This is an optimization exercise on Yosys and OpenROAD, whose aim is small area, a short achievable clock period and few clock cycles per item, not a production implementation.
At most, simulation tests tie the RTL to the original design; equivalence was not proved.
Power is estimated from default activity; no workload was simulated.

alpha:
==> flow/design.v (excerpt) <==
module wacs_locate (
    input  wire        clk,
    input  wire        rst,
    input  wire        cmd_valid,
    output wire        cmd_ready,
    input  wire [8:0]  cmd_kb,
    input  wire [15:0] cmd_len,
    input  wire        s_valid,
    output wire        s_ready,
    input  wire [63:0] s_phase,
    input  wire [63:0] s_mask,
    output reg         res_valid,
    output wire [1:0]  res_code,
    output wire [15:0] res_k0,
    output wire [15:0] res_first,
    output wire [15:0] res_peak
);
Size in the first run: roughly 1800 cells after synthesis, about 210 I/O pins.
export LEC_CHECK = 0
export CAP_MARGIN = 20
export CORE_MARGIN = 2
export CORE_UTILIZATION = 55
export CTS_CLUSTER_DIAMETER = 70
export CTS_CLUSTER_SIZE = 25
export SLEW_MARGIN = 20
create_clock -name core_clock -period 11.0 [get_ports {clk}]
standard.sh (not shown) runs the stock make flow with config.mk's settings and CLKGATE_MAP_FILE= SYNTH_SCRIPT=/design/flow/synth_recipe.tcl, a recipe that flattens the netlist after the stock synthesis.
==> flow/flow/run.sh <==
#!/bin/bash
# Standard layout, with timing repair aimed below the clock period and
# minimum-size port buffers (timing repair resizes the ones that matter).
set -euo pipefail
bash standard.sh finish SETUP_SLACK_MARGIN=7.6 \
    "BUFFER_PORTS_ARGS=-buffer_cell sky130_fd_sc_hd__buf_1" > make_finish.log 2>&1
alpha completed end to end with timing, DRC and antenna clean.
Testbench counts of alpha, summed over its fixed seeds: cycles 134,876, items 134,660.
diff inputs: alpha => beta
# alpha
export LEC_CHECK = 0
export CAP_MARGIN = 20
export CORE_MARGIN = 2
export CORE_UTILIZATION = 55
export CTS_CLUSTER_DIAMETER = 70
export CTS_CLUSTER_SIZE = 25
export SLEW_MARGIN = 20
create_clock -name core_clock -period 11.0 [get_ports {clk}]
# beta
export LEC_CHECK = 0
export CAP_MARGIN = 20
export CORE_MARGIN = 2
export CORE_UTILIZATION = 40
export CTS_CLUSTER_DIAMETER = 70
export CTS_CLUSTER_SIZE = 25
export SLEW_MARGIN = 20
create_clock -name core_clock -period 11.0 [get_ports {clk}]
--- a/flow/flow/run.sh
+++ b/flow/flow/run.sh
@@ -4,3 +4,3 @@
 set -euo pipefail
-bash standard.sh finish SETUP_SLACK_MARGIN=7.6 \
+bash standard.sh finish SETUP_SLACK_MARGIN=7.8 \
     "BUFFER_PORTS_ARGS=-buffer_cell sky130_fd_sc_hd__buf_1" > make_finish.log 2>&1
## What came out
beta against alpha; cell count is up by more than 10%.
The maximum clock frequency of beta is higher than that of alpha.
Diff alpha -> beta | net count reported at finish | increase of 0.92%
Against alpha, beta comes in about 0.9% higher on total via count after detailed routing.
beta reports a higher flop-to-flop setup slack than alpha does.
alpha -> beta: number of instances in the synthesized netlist delta 0, exact match
When beta is measured against alpha, its total power of the final layout turns out 3.5% lower.
Taking beta over alpha, the maximum number of pins on one net before global-route repair ratio works out to 1.17.
In the tables for beta and alpha, logic gate share of total power reads lower with alpha.
> inputs changed (beta -> gamma)
--- a/flow/flow/run.sh
+++ b/flow/flow/run.sh
@@ -4,3 +4,3 @@
 set -euo pipefail
-bash standard.sh finish SETUP_SLACK_MARGIN=7.8 \
+bash standard.sh finish SETUP_SLACK_MARGIN=7.6 \
     "BUFFER_PORTS_ARGS=-buffer_cell sky130_fd_sc_hd__buf_1" > make_finish.log 2>&1
Results
- gamma went all the way through the flow, and no timing, DRC or antenna check failed.
- Wire length: beta and gamma compared, higher one is beta
- Going from beta to gamma, placed wire-length estimate -about 0.9%, synthesized instance count ~0 delta, routability congestion estimate +1.1%, multi-input logic area -210 um^2.
- Total power: gamma above beta
- Lower count of non-filler cells in the finished layout among beta and gamma: gamma
- Summary: time the final worst path needs with I/O delays and setup, gamma worse than beta
Edits applied to the flow inputs when going from gamma to delta:
# gamma
export LEC_CHECK = 0
export CAP_MARGIN = 20
export CORE_MARGIN = 2
export CORE_UTILIZATION = 40
export CTS_CLUSTER_DIAMETER = 70
export CTS_CLUSTER_SIZE = 25
export SLEW_MARGIN = 20
create_clock -name core_clock -period 11.0 [get_ports {clk}]
# delta
export LEC_CHECK = 0
export CAP_MARGIN = 20
export CORE_MARGIN = 2
export CORE_UTILIZATION = 40
export SLEW_MARGIN = 20
create_clock -name core_clock -period 11.0 [get_ports {clk}]
==> flow/flow/run.sh <==
#!/bin/bash
# Standard layout, with timing repair aimed below the clock period,
# minimum-size port buffers (timing repair resizes the ones that matter) and
# a clock tree of clkbuf_8 leaves under a clkbuf_16 root.
set -euo pipefail
bash standard.sh finish SETUP_SLACK_MARGIN=7.6 \
    "BUFFER_PORTS_ARGS=-buffer_cell sky130_fd_sc_hd__buf_1" \
    "CTS_ARGS=-sink_clustering_enable -repair_clock_nets -sink_clustering_size 20 -sink_clustering_max_diameter 60 -buf_list sky130_fd_sc_hd__clkbuf_8 -root_buf sky130_fd_sc_hd__clkbuf_16" \
    > make_finish.log 2>&1
Notes after the runs:
Reported for gamma and delta, footprint of the flip-flops and latches turned out identical to the last digit. Going from gamma to delta, final routed wirelength across all metal layers grew slightly. delta ended up with a higher share of final-layout standard cells stronger than drive strength 1 than gamma did. Compared with gamma, in delta logic depth of the worst setup path including buffers stayed essentially flat, global-route usage stayed essentially flat, hold slack rose by 0.0077 ns, maximum clock frequency stayed essentially flat.
--- input diff delta..epsilon ---
# delta
export LEC_CHECK = 0
export CAP_MARGIN = 20
export CORE_MARGIN = 2
export CORE_UTILIZATION = 40
export SLEW_MARGIN = 20
create_clock -name core_clock -period 11.0 [get_ports {clk}]
# epsilon
export LEC_CHECK = 0
export CAP_MARGIN = 20
export CORE_MARGIN = 2
export CORE_UTILIZATION = 40
export CTS_CLUSTER_DIAMETER = 60
export CTS_CLUSTER_SIZE = 20
export SLEW_MARGIN = 20
create_clock -name core_clock -period 11.0 [get_ports {clk}]
==> flow/flow/run.sh <==
#!/bin/bash
# Standard layout, with timing repair aimed below the clock period and
# minimum-size port buffers (timing repair resizes the ones that matter).
set -euo pipefail
bash standard.sh finish SETUP_SLACK_MARGIN=7.6 \
    "BUFFER_PORTS_ARGS=-buffer_cell sky130_fd_sc_hd__buf_1" > make_finish.log 2>&1
The proportion of final cell area spent on non-clock buffers of delta and that of epsilon are within noise of each other.
Between delta and epsilon, number of clock buffer instances in the layout is higher for epsilon, delta comes in under that.
Static leakage came out higher on epsilon than on delta.
Looking at logic gate share of total power, epsilon sits 0.5 points below delta.
Compared to delta, epsilon has final period demand of the worst path 0.0054 ns higher.
Maximum clock skew at final layout (higher): delta
res_peak[1] as the endpoint of the worst setup timing path was reported by epsilon, and res_peak[5] by delta.
Per the comparison of epsilon with delta, worst setup margin lost 0.0054 ns, detailed-route wire length rose 0.37%, sequential share of layout area -0.95 points.
| overall power | epsilon vs delta | 9.3% higher |

* * *

wacs_locate, a different RTL version from the one above (not shown whole).
For scale: roughly 590 flip-flops, roughly 210 I/O pins, roughly 0.025 sq mm of cells after synthesis.
Settings: LEC_CHECK=0, CAP_MARGIN=20, CORE_MARGIN=2, CORE_UTILIZATION=65, CTS_CLUSTER_DIAMETER=70, CTS_CLUSTER_SIZE=25, PLACE_DENSITY=0.85, SLEW_MARGIN=20; clock period 11.0 ns.
==> flow/flow/run.sh <==
#!/bin/bash
# Standard layout, with timing repair aimed below the clock period and
# minimum-size port buffers (timing repair resizes the ones that matter).
set -euo pipefail
bash standard.sh finish SETUP_SLACK_MARGIN=7.6 \
    "BUFFER_PORTS_ARGS=-buffer_cell sky130_fd_sc_hd__buf_1" > make_finish.log 2>&1
Testbench counts at the start, summed over its fixed seeds: cycles 134,876, items 134,660.
Rerun with:
Settings changed: CORE_UTILIZATION 65 to 40, PLACE_DENSITY 0.85 to 0.75.
The new run completed without violations.
Hold slack is worse by 0.0033 ns.
Total power went up by 1.5%.
Clock-buffer cell count went up by 2.
Wire length goes down by 3.1%.
Setup slack gains 0.037 ns.
Synthesized area stays the same.
Cell count increases by 14%.
Core utilization falls by 27 points.
Rerun with:
Settings changed: CORE_UTILIZATION 40 to 65, PLACE_DENSITY 0.75 to default.
Result: The new run finished with timing, DRC and antenna clean; global-route usage increases by 9.8 points; register-to-register slack gets better by 0.02 ns; sequential cell count is unchanged; synthesized cell count does not change; critical path depth is unchanged; setup slack gets worse by 0.018 ns; non-clock buffer count is higher by 2; via count fell by 1.3%; design area is lower by 1.5%.
Rerun with:
--- a/flow/flow/run.sh
+++ b/flow/flow/run.sh
@@ -5 +5 @@
-bash standard.sh finish SETUP_SLACK_MARGIN=7.6 \
+bash standard.sh finish SETUP_SLACK_MARGIN=7.66 \
Settings changed: CORE_UTILIZATION 65 to 40, PLACE_DENSITY from default to 0.75.
Wire length increases by a few percent.
Power increases by a few percent.
Via count increases slightly.
Worst setup slack gains 0.066 ns.
Clock skew is about the same.
Final area increases by a few percent.
Fmax increases slightly.
Non-clock buffer count stays the same.
Sequential share of layout area decreases by 1.5 points.
Rerun with:
--- a/flow/flow/run.sh
+++ b/flow/flow/run.sh
@@ -5 +5 @@
-bash standard.sh finish SETUP_SLACK_MARGIN=7.66 \
+bash standard.sh finish SETUP_SLACK_MARGIN=7.6 \
Settings changed: PLACE_DENSITY 0.75 to 0.9.
Result: Sequential power is about the same; sequential share of layout area climbs by 0.75 points; combinational power barely changes; final area drops by 1.4%.

* * *

Another version of the RTL of wacs_locate (not shown whole).
For scale: about 1800 cells after synthesis, ~580 flip-flops, ~210 I/O pins, roughly 25000 µm² of cells after synthesis.
Settings: LEC_CHECK=0, CAP_MARGIN=20, CORE_MARGIN=2, CORE_UTILIZATION=40, CTS_CLUSTER_DIAMETER=60, CTS_CLUSTER_SIZE=30, SLEW_MARGIN=20; clock period 11.0 ns.
==> flow/flow/run.sh <==
#!/bin/bash
# Standard layout, with timing repair aimed below the clock period and
# minimum-size port buffers (timing repair resizes the ones that matter).
set -euo pipefail
bash standard.sh finish SETUP_SLACK_MARGIN=7.6 \
    "BUFFER_PORTS_ARGS=-buffer_cell sky130_fd_sc_hd__buf_1" > make_finish.log 2>&1
The baseline produced a clean layout.
Change:
CTS_CLUSTER_DIAMETER = 70   (was 60)
CTS_CLUSTER_SIZE = 25   (was 30)
Effect:
- The changed run completed with no timing, DRC or antenna violations
- setup slack loses 0.012 ns
- cell count came out lower by 0.42%
- core utilization came out lower by 0.46 points
- hold slack is about the same
- non-clock buffer count came out higher by 2
- clock power came out lower by about 15%
- critical path depth stays the same
- design area came out lower by 0.99%
No functional check of the RTL was part of any run of this note.

==> afterwards: timing with drivers on the ports <==
Ports are ideal in the flow. The routed layouts listed here were re-timed in OpenROAD.
Step 1 assumes that a clkbuf_16 drives the clock port and a buf_2 every other input.
Step 2, shift: input delay + t, output delay - t, t = (earliest + latest rising clock arrival at the registers) / 2. This alone moves slack from input paths to output paths.
Slacks: ideal ports / drivers / drivers and shift; pairs: ideal ports / drivers.
| run | t (ns) | setup WS [ns] | latest minus earliest clock arrival (ns) | worst slew at a driven data input, ns |
|---|---|---|---|---|
| alpha | 0.617 | 7.644 / 7.585 / 7.268 | 0.047 / 0.047 | 0.06 |
| beta | 0.622 | 7.700 / 7.639 / 7.271 | 0.040 / 0.040 | 0.09 |
| gamma | 0.633 | 7.659 / 7.601 / 7.224 | 0.041 / 0.041 | 0.07 |
| delta | 0.626 | 7.655 / 7.597 / 7.214 | 0.035 / 0.036 | 0.07 |
| epsilon | 0.645 | 7.650 / 7.594 / 7.227 | 0.031 / 0.030 | 0.08 |
| the first run of note 2 | 0.657 | 7.601 / 7.563 / 7.277 | 0.031 / 0.030 | 0.08 |
| the second run of note 2 | 0.667 | 7.638 / 7.578 / 7.353 | 0.020 / 0.019 | 0.06 |
| the third run of note 2 | 0.673 | 7.620 / 7.568 / 7.210 | 0.026 / 0.026 | 0.12 |
| the fourth run of note 2 | 0.619 | 7.686 / 7.630 / 7.361 | 0.022 / 0.022 | 0.07 |
| the fifth run of note 2 | 0.640 | 7.645 / 7.591 / 7.280 | 0.021 / 0.020 | 0.11 |
| the first run of note 3 | 0.633 | 7.328 / 7.351 / 6.718 | 0.040 / 0.040 | 0.08 |
| the second run of note 3 | 0.619 | 7.317 / 7.338 / 6.720 | 0.037 / 0.037 | 0.08 |
After both steps setup and hold are still met in every run listed. The setup slack of the first run of note 3, which loses most, moves by +0.023 ns with the drivers and by -0.610 ns with both steps.
